This design comes from an exercise in tuning for small area on the open sky130 flow, not from production work. The RTL was checked by simulation tests, not by an equivalence proof against the original design. Power figures rest on the tool's default switching activity, not on a simulated workload.

Setup of the reference run:
==> flow/design.v <==
module kojisan_sau (
    input  wire        clk,
    input  wire        rst,           
    input  wire        host_we,
    input  wire [2:0]  host_addr,
    input  wire [31:0] host_wdata,
    output reg  [31:0] host_rdata,
    output wire        irq,
    output wire        bus_req,
    output reg  [2:0]  bus_op,
    output reg  [7:0]  bus_wdata,
    output wire        bus_mack,
    input  wire        bus_ans,
    input  wire [1:0]  bus_ans_code,
    input  wire [7:0]  bus_rdata
);
    localparam [3:0] S_W_START   = 4'd1,
                     S_W_ADDR    = 4'd2,
                     S_W_CMD     = 4'd3,
                     S_W_PAYLOAD = 4'd4,
                     S_W_STOP    = 4'd5,
                     S_WAIT      = 4'd6,
                     S_R_START   = 4'd7,
                     S_R_ADDR_W  = 4'd8,
                     S_R_REG     = 4'd9,
                     S_R_RSTART  = 4'd10,
                     S_R_ADDR_R  = 4'd11,
                     S_R_DATA    = 4'd12,
                     S_R_STOP    = 4'd13,
                     S_CHECK     = 4'd14;
    reg        ie;
    reg [6:0]  addr;
    reg        busy, done, err;
    reg [3:0]  seq;         
    reg [2:0]  idx;         
    reg        abort;       
    reg        t_fail;      
    reg [7:0]  cnt;         
    reg [31:0] tr;          
    reg [29:0] hr;          
    reg        cy_t, cy_h;
    function [7:0] crc8b;
        input [7:0] c0, b;
        reg   [7:0] c;
        integer     i;
        begin
            c = c0 ^ b;
            for (i = 0; i < 8; i = i + 1)
                c = c[7] ? ((c << 1) ^ 8'h31) : (c << 1);
            crc8b = c;
        end
    endfunction
    wire        first_byte = (idx == 3'd0) || (idx == 3'd3);
    wire [7:0]  crc        = tr[13:6];
    wire [7:0]  crc_next   = crc8b(first_byte ? 8'hFF : crc, bus_rdata);
    wire        h_bad      = (crc != 8'd0);
    wire in_wait  = (seq == S_WAIT);
    wire in_check = (seq == S_CHECK);
    wire in_data  = (seq == S_R_DATA);
    wire moving   = in_data && !cnt[3];       
    assign bus_req  = busy && !(seq[2] && seq[1] && !seq[0]) && !moving;
    assign bus_mack = idx[2] && idx[0];
    wire [3:0] s = seq;
    wire addr_byte = s[3] ^ s[1] ^ s[0];        
    always @(*) begin
        bus_op[2] = abort | (s[2] & ~s[1] & (s[0] | s[3]));
        bus_op[1] = ~abort & ((~s[2] & (s[1] | s[3])) | (~s[3] & s[2] & ~s[0]));
        bus_op[0] = abort | ~(s[3] & ~s[0] & (s[1] | s[2]));
        bus_wdata[0]   = s[3] & s[1];
        bus_wdata[7:1] = addr_byte ? addr : {2'b00, s[1], 2'b00, s[1], 1'b0};
    end
    wire ans_ok    = bus_ans && (bus_ans_code == 2'd0);
    wire ans_nack  = bus_ans && (bus_ans_code == 2'd1);
    wire ans_fault = bus_ans && bus_ans_code[1];
    wire csum = err && in_check;
    wire bus_e = err && !in_check;
    wire [31:0] status_word = {9'd0, err ? idx : 3'd0, err ? seq : 4'd0, 6'd0,
                               csum && h_bad, csum && t_fail,
                               bus_e && !abort, bus_e && abort,
                               csum, err && !(csum && t_fail), 1'b0,
                               err, done, busy};
    wire sel_t = done && (host_addr == 3'd3);
    wire sel_h = done && (host_addr == 3'd4);
    always @(*) begin
        host_rdata = ({32{sel_t}} & tr) | ({32{sel_h}} & {2'b00, hr});
        case (host_addr)
            3'd0:    host_rdata[8] = ie;
            3'd1:    host_rdata = host_rdata | status_word;
            3'd2:    host_rdata[6:0] = addr;
            default: ;
        endcase
    end
    assign irq = ie && (done || err);
    wire wr_ctrl   = host_we && (host_addr == 3'd0);
    wire wr_addr   = host_we && (host_addr == 3'd2);
    wire do_start  = wr_ctrl && host_wdata[0] && !busy;
    wire do_clr    = wr_ctrl && !host_wdata[0] && host_wdata[1] && !busy;
    wire [2:0] pass = cnt[7:5];
    wire [4:0] j    = cnt[4:0];
    wire conv       = busy && in_check;
    wire waiting    = busy && in_wait;
    wire wait_end   = t_fail && (j == 5'd3) && tr[18] && tr[20] && tr[21] && tr[22] && tr[23] && tr[24];
    wire p0 = (pass == 3'd0), p1 = (pass == 3'd1), p2 = (pass == 3'd2),
         p3 = (pass == 3'd3), p4 = (pass == 3'd4);
    wire dry  = conv && p3;                  
    wire tc   = (j == 5'd23 || j == 5'd24 || j == 5'd27 || j >= 5'd29);    
    wire ta = tr[0] & (t_fail || !in_wait);
    wire tb = in_wait ? 1'b0 : (p0 || p1) ? tr[2] :
              p2 ? ~tr[3] :
              j[4] ? (p4 && tc) : tr[16];
    wire tci = (j == 5'd0) ? (!in_wait && (p2 || (p4 && cy_t))) :
               ((in_wait && j == 5'd18) || cy_t);
    wire ts  = ta ^ tb ^ tci;
    wire tco = (ta & tb) | (ta & tci) | (tb & tci);
    wire ha = hr[0] & !in_wait;
    wire hb = in_wait ? 1'b0 : (p0 || p1) ? hr[2] :
              (p3 || p4) ? (hr[16] & (j < 5'd14)) : 1'b0;
    wire hci = (j == 5'd0) ? (p4 && !in_wait && cy_h) : cy_h;
    wire hs  = ha ^ hb ^ hci;
    wire hco = (ha & hb) | (ha & hci) | (hb & hci);
    wire h_step = (j < 5'd30);
    wire rot    = waiting || conv;
    wire h_rot  = rot && h_step;
    wire mv_t   = busy && moving && idx == 3'd1;
    wire mv_h   = busy && moving && idx == 3'd4;
    wire dat    = busy && in_data && ans_ok;
    wire ld_t   = dat && (idx == 3'd0 || idx == 3'd1);
    wire ld_h   = dat && (idx == 3'd3 || idx == 3'd4);
    wire sh_t   = rot || mv_t;
    wire sh_h   = h_rot || mv_h;
    wire t29_nx = (rot && tr[30]) | (mv_t && tr[14]) | (!sh_t && tr[29]);
    wire [7:0] tw_nx = ({8{sh_t}} & tr[22:15]) | ({8{ld_t}} & bus_rdata)
                     | ({8{!(sh_t || ld_t)}} & tr[21:14]);
    wire [7:0] tc_nx = ({8{rot}} & tr[14:7]) | ({8{dat}} & crc_next)
                     | ({8{!(rot || dat)}} & tr[13:6]);
    wire h28_nx = (h_rot && hr[29]) | (mv_h && hr[13]) | (!sh_h && hr[28]);
    wire [7:0] hw_nx = ({8{sh_h}} & hr[21:14]) | ({8{ld_h}} & bus_rdata)
                     | ({8{!(sh_h || ld_h || (rot && !h_step))}} & hr[20:13])
                     | ({8{rot && !h_step}} & hr[20:13]);
    wire cnt_clr = (busy && in_data && bus_ans) || (busy && seq == S_W_STOP);
    wire cnt_inc = !cnt_clr && (rot || (busy && in_data && !cnt[3]));
    wire [7:0] cnt_nx = ({8{cnt_inc}} & (cnt + 8'd1)) | ({8{!(cnt_clr || cnt_inc)}} & cnt);
    always @(posedge clk) begin
        if (rst) begin
            ie    <= 1'b0;
            addr  <= 7'h45;
            busy  <= 1'b0;
            done  <= 1'b0;
            err   <= 1'b0;
        end else begin
            if (wr_ctrl)
                ie <= host_wdata[8];
            if (wr_addr && !busy)
                addr <= host_wdata[6:0];
            if (do_start || do_clr) begin
                done <= 1'b0;
                err  <= 1'b0;
            end
            if (do_start)
                busy <= 1'b1;
            if (busy) begin
                if (in_wait) begin
                    if (wait_end)
                        seq <= seq + 4'd1;
                end else if (in_check) begin
                    if (cnt == 8'd159) begin
                        done <= 1'b1;
                        busy <= 1'b0;
                    end
                end else if (abort) begin
                    if (bus_ans) begin
                        err  <= 1'b1;
                        busy <= 1'b0;
                    end
                end else if (ans_fault) begin
                    err  <= 1'b1;
                    busy <= 1'b0;
                end else if (ans_nack) begin
                    abort <= 1'b1;
                end else if (ans_ok) begin
                    if (seq == S_R_DATA && idx != 3'd5)
                        idx <= idx + 3'd1;
                    else
                        seq <= seq + 4'd1;
                    if (seq == S_R_STOP && (t_fail || h_bad)) begin
                        err  <= 1'b1;
                        busy <= 1'b0;
                    end
                end
            end
        end
        if (do_start) begin
            seq   <= S_W_START;
            idx   <= 3'd0;
            abort <= 1'b0;
        end
        cnt <= cnt_nx;
        if (busy && in_data && ans_ok && idx == 3'd3)
            t_fail <= h_bad;         
        if (busy && seq == S_W_STOP)
            t_fail <= 1'b0;
        if (waiting && j == 5'd31)
            t_fail <= 1'b1;
        {tr[29], tr[21:6]} <= {t29_nx, tw_nx, tc_nx};
        hr[28] <= h28_nx;
        hr[20:13] <= hw_nx;
        if (waiting || conv) begin
            {tr[31:30], tr[28:22], tr[5:0]} <= {dry ? ta : ts, tr[31], tr[29:23], tr[6:1]};
            if (!dry || j < 5'd15)
                cy_t <= tco;
            else if (j == 5'd15)
                cy_t <= ts | tco;
            if (h_step) begin
                {hr[29], hr[27:21], hr[12:0]} <= {dry ? ha : hs, hr[28:22], hr[13:1]};
                if (!dry || j < 5'd15)
                    cy_h <= hco;
                else if (j == 5'd15)
                    cy_h <= hs | hco;
            end
        end else if (busy && moving) begin
            if (idx == 3'd1)
                tr[28:22] <= tr[29:23];
            if (idx == 3'd4)
                hr[27:21] <= hr[28:22];
        end
    end
endmodule
clock: 500.0 ns
lec_check: 0
cap_margin: 20
core_margin: 2
core_utilization: 40
cts_buf_list: sky130_fd_sc_hd__clkbuf_8
slew_margin: 20
standard.sh (not shown) runs the stock make flow with config.mk's settings and CLKGATE_MAP_FILE= SYNTH_SCRIPT=/design/flow/synth_recipe.tcl, a recipe that flattens the netlist after the stock synthesis.
==> flow/flow/run.sh <==
#!/bin/bash
# The standard layout (standard.sh) with three changes:
#  - synthesis is the standard flow's own script, except that ABC maps the combinational
#    logic with an area-oriented script (flow/area.abc) instead of ORFS's
#    delay-oriented one; registers are mapped before ABC, so they are the
#    standard synthesis's registers;
#  - every port still gets its own buffer, but it is the smallest buffer cell;
#  - clock tree synthesis adds no dummy loads.
# Each tool's full output goes to the ORFS logs under orfs/logs; the make output
# goes to standard_flow.log.
set -euo pipefail
cd "$(dirname "$0")/.."
W=$PWD
{
  echo 'proc abc {args} {'
  echo '  set i [lsearch $args -script]'
  echo "  if {\$i >= 0} { lset args [expr {\$i+1}] $W/flow/area.abc }"
  echo '  yosys abc {*}$args'
  echo '}'
  cat synth_recipe.tcl
} > area_synth.tcl
export BUFFER_PORTS_ARGS="-buffer_cell sky130_fd_sc_hd__buf_1"
export CTS_ARGS="-sink_clustering_enable -repair_clock_nets -buf_list sky130_fd_sc_hd__clkbuf_8 -dont_use_dummy_load"
bash standard.sh SYNTH_SCRIPT="$W/area_synth.tcl" finish > standard_flow.log 2>&1
==> flow/flow/area.abc <==
strash
dc2
dch
amap -m -F 4 -A 10
&get -n
&st
&deepsyn -T 120
&put
dch -f
amap -m -F 8 -A 16 -C 1000
The reference run reached the end of the flow, and the finished layout is clean on the timing, design-rule and antenna checks.
Changes in the trial run relative to the reference run:
--- a/flow/design.v
+++ b/flow/design.v
@@ -31,10 +31,11 @@
     reg        ie;
     reg [6:0]  addr;
-    reg        busy, done, err;
+    reg        busy, err;
+    wire       done = !busy && !err && seq[3] && seq[2] && seq[1];
     reg [3:0]  seq;         
-    reg [2:0]  idx;         
     reg        abort;       
     reg        t_fail;      
     reg [7:0]  cnt;         
+    wire [2:0] idx = cnt[7:5];
     reg [31:0] tr;          
     reg [29:0] hr;          
@@ -101,6 +102,6 @@
     wire waiting    = busy && in_wait;
     wire wait_end   = t_fail && (j == 5'd3) && tr[18] && tr[20] && tr[21] && tr[22] && tr[23] && tr[24];
-    wire p0 = (pass == 3'd0), p1 = (pass == 3'd1), p2 = (pass == 3'd2),
-         p3 = (pass == 3'd3), p4 = (pass == 3'd4);
+    wire p0 = (pass == 3'd5), p1 = (pass == 3'd6), p2 = (pass == 3'd7),
+         p3 = (pass == 3'd0), p4 = (pass == 3'd1);
     wire dry  = conv && p3;                  
     wire tc   = (j == 5'd23 || j == 5'd24 || j == 5'd27 || j >= 5'd29);    
@@ -138,7 +139,10 @@
                      | ({8{!(sh_h || ld_h || (rot && !h_step))}} & hr[20:13])
                      | ({8{rot && !h_step}} & hr[20:13]);
-    wire cnt_clr = (busy && in_data && bus_ans) || (busy && seq == S_W_STOP);
-    wire cnt_inc = !cnt_clr && (rot || (busy && in_data && !cnt[3]));
-    wire [7:0] cnt_nx = ({8{cnt_inc}} & (cnt + 8'd1)) | ({8{!(cnt_clr || cnt_inc)}} & cnt);
+    wire cnt_clr = do_start || (busy && seq == S_W_STOP);
+    wire cnt_nxb = dat;                           
+    wire cnt_inc = !cnt_clr && !cnt_nxb && (rot || (busy && in_data && !cnt[3]));
+    wire [2:0] idx_up = (idx == 3'd5) ? idx : idx + 3'd1;
+    wire [7:0] cnt_nx = ({8{cnt_inc}} & (cnt + 8'd1)) | ({8{cnt_nxb}} & {idx_up, 5'd0})
+                      | ({8{!(cnt_clr || cnt_inc || cnt_nxb)}} & cnt);
     always @(posedge clk) begin
         if (rst) begin
@@ -146,6 +150,6 @@
             addr  <= 7'h45;
             busy  <= 1'b0;
-            done  <= 1'b0;
             err   <= 1'b0;
+            seq[3] <= 1'b0;
         end else begin
             if (wr_ctrl)
@@ -153,8 +157,8 @@
             if (wr_addr && !busy)
                 addr <= host_wdata[6:0];
-            if (do_start || do_clr) begin
-                done <= 1'b0;
+            if (do_start || do_clr)
                 err  <= 1'b0;
-            end
+            if (do_clr)
+                seq[3] <= 1'b0;
             if (do_start)
                 busy <= 1'b1;
@@ -164,8 +168,6 @@
                         seq <= seq + 4'd1;
                 end else if (in_check) begin
-                    if (cnt == 8'd159) begin
-                        done <= 1'b1;
+                    if (cnt == 8'd63)
                         busy <= 1'b0;
-                    end
                 end else if (abort) begin
                     if (bus_ans) begin
@@ -179,7 +181,5 @@
                     abort <= 1'b1;
                 end else if (ans_ok) begin
-                    if (seq == S_R_DATA && idx != 3'd5)
-                        idx <= idx + 3'd1;
-                    else
+                    if (!(seq == S_R_DATA && idx != 3'd5))
                         seq <= seq + 4'd1;
                     if (seq == S_R_STOP && (t_fail || h_bad)) begin
@@ -192,5 +192,4 @@
         if (do_start) begin
             seq   <= S_W_START;
-            idx   <= 3'd0;
             abort <= 1'b0;
         end
==> comparison <==
The trial run reached the end of the flow, and the finished layout is clean on the timing, design-rule and antenna checks.
Per the comparison of the trial run with the reference run, final global-route overflow total essentially unchanged, net switching power decreased about 14%, combined area of the multi-input logic cells comparable, highest clock frequency the design can meet closely matched the old numbers, sequential share of layout area now smaller.
The trial run has number of synthesized register bits below what the reference run had.
Delta (the trial run minus the reference run): number of design-rule violations left by the first detailed-router iteration dropped 23; first-pass GRT wire length now sits at about the same level; post-route cell area has decreased; global-route usage has increased; final-layout worst hold slack grew by 0.0046 ns.
Diff the reference run -> the trial run: via count now sits higher, flip-flop and latch count shrank by 4.
Status: highest cell delay on the worst timing path parity (the trial run, the reference run)

---

Another version of the RTL of kojisan_sau (not shown whole).
Size: roughly 550 cells after synthesis, roughly 94 flip-flops, roughly 95 I/O pins, about 5300 um^2 of cells after synthesis.
clock: 500.0 ns
lec_check: 0
cap_margin: 20
core_margin: 2
core_utilization: 40
cts_buf_list: sky130_fd_sc_hd__clkbuf_8
slew_margin: 20
==> flow/flow/run.sh <==
#!/bin/bash
# Standard ORFS layout, except that the port buffers are the smallest buffer cell (buf_1)
# instead of the cell buffer_ports picks by default. Every port still gets its own buffer.
set -euo pipefail
cd "$(dirname "$0")/.."
export BUFFER_PORTS_ARGS="-buffer_cell sky130_fd_sc_hd__buf_1"
bash standard.sh > standard_flow.log 2>&1
Next try:
--- a/flow/design.v
+++ b/flow/design.v
@@ -90,32 +90,31 @@
     wire wr_ctrl   = host_we && (host_addr == 3'd0);
     wire wr_addr   = host_we && (host_addr == 3'd2);
     wire do_start  = wr_ctrl && host_wdata[0] && !busy;
     wire do_clr    = wr_ctrl && !host_wdata[0] && host_wdata[1] && !busy;
     wire [2:0] pass = crc[7:5];
     wire [4:0] j    = crc[4:0];
     wire conv       = busy && in_check;
     wire waiting    = busy && in_wait;
-    wire wait_end   = c_t && (j == 5'd3) && tr[18] && tr[20] && tr[21] && tr[22] && tr[23] && tr[24];
+    wire wait_end   = c_t && (j == 5'd3) && tr[0] && tr[2] && tr[3] && tr[4] && tr[5] && tr[6];
     wire p0 = (pass == 3'd0), p1 = (pass == 3'd1), p2 = (pass == 3'd2),
          p3 = (pass == 3'd3), p4 = (pass == 3'd4);
-    wire ta = tr[0] & (c_t || !in_wait);
-    wire tb = in_wait ? 1'b0 : (p0 || p1) ? tr[2] :
+    wire ta = tr[0] & (in_wait ? c_t : (!p0 || (j >= 5'd14 && j <= 5'd29)));
+    wire tb = in_wait ? 1'b0 : (p0 || p1) ? (tr[2] & (!p0 || (j >= 5'd12 && j <= 5'd27))) :
               p2 ? ~tr[3] :
               p3 ? (tr[16] & (j < 5'd16)) :
               (j == 5'd23 || j == 5'd24 || j == 5'd27 || j >= 5'd29);
-    wire tci = (j == 5'd0) ? (!in_wait && (p2 || (p4 && c_t))) :
-               ((in_wait && j == 5'd18) || cy_t);
+    wire tci = (j == 5'd0) ? ((p2 || in_wait) ? 1'b1 : p4 ? c_t : 1'b0) : cy_t;
     wire ts  = ta ^ tb ^ tci;
     wire tco = (ta & tb) | (ta & tci) | (tb & tci);
-    wire ha = hr[0] & !in_wait;
-    wire hb = in_wait ? 1'b0 : (p0 || p1) ? hr[2] :
+    wire ha = hr[0] & (!p0 || (j >= 5'd13 && j <= 5'd28));
+    wire hb = (p0 || p1) ? (hr[2] & (!p0 || (j >= 5'd11 && j <= 5'd26))) :
               p3 ? (hr[16] & (j < 5'd14)) : 1'b0;
-    wire hci = (j == 5'd0) ? (p4 && !in_wait && c_h) : cy_h;
+    wire hci = (j == 5'd0) ? (p4 ? c_h : 1'b0) : cy_h;
     wire hs  = ha ^ hb ^ hci;
     wire hco = (ha & hb) | (ha & hci) | (hb & hci);
     wire h_step = (j < 5'd30);
     always @(posedge clk) begin
         if (rst) begin
             ie    <= 1'b0;
             addr  <= 7'h45;
             busy  <= 1'b0;
@@ -185,23 +184,22 @@
                 default: ;
             endcase
         end
         if (busy && seq == S_W_STOP)
             c_t <= 1'b0;
         if (waiting || conv) begin
             tr   <= {ts, tr[31:1]};
             cy_t <= tco;
-            if (in_wait) begin
-                if (j == 5'd31)
-                    c_t <= 1'b1;
-            end else if (p3 && j == 5'd15)
+            if (in_wait && j == 5'd31)
+                c_t <= 1'b1;
+            if (p3 && j == 5'd15)
                 c_t <= ts | tco;
         end
-        if (conv || waiting) begin
+        if (conv) begin
             if (h_step) begin
                 hr   <= {hs, hr[29:1]};
                 cy_h <= hco;
                 if (p3 && j == 5'd15)
                     c_h <= hs | hco;
             end
         end
     end
Outcome: Cell area rose by a few percent. Wire length rose slightly. Clock skew fell by 0.0056 ns. Combinational power rose by well over a third. Global-route usage fell by 0.22 points.

-- what the ideal ports hide --
How much do the figures lean on ideal ports? The routed layouts below were timed once more, with nothing changed but the port constraints. Step 1 sets driving cells, clkbuf_16 on the clock port and buf_2 on the other inputs (assumed; they add their load-dependent delay and slew). Step 2 also shifts input and output timing later by t, the mid clock arrival at the registers, as if the neighbouring blocks saw the same clock. a / b / c = no drivers / after step 1 / after step 2; a / b = the first two.
run | t (ns) | slack for setup (ns) | worst setup path after step 2 | cell pins on the clock port's net
the reference run | 0.405 | 297.634 / 297.611 / 297.611 | input to output | 1
the trial run | 0.392 | 297.437 / 297.414 / 297.414 | input to output | 1
the first run of note 2 | 0.419 | 298.305 / 298.273 / 298.273 | input to output | 1
the second run of note 2 | 0.405 | 298.242 / 298.213 / 298.213 | input to output | 1
After both steps setup and hold are still met in every run listed. For the first run of note 2, which loses most, drivers alone change the setup slack by -0.032 ns; drivers and shift together by -0.032 ns.
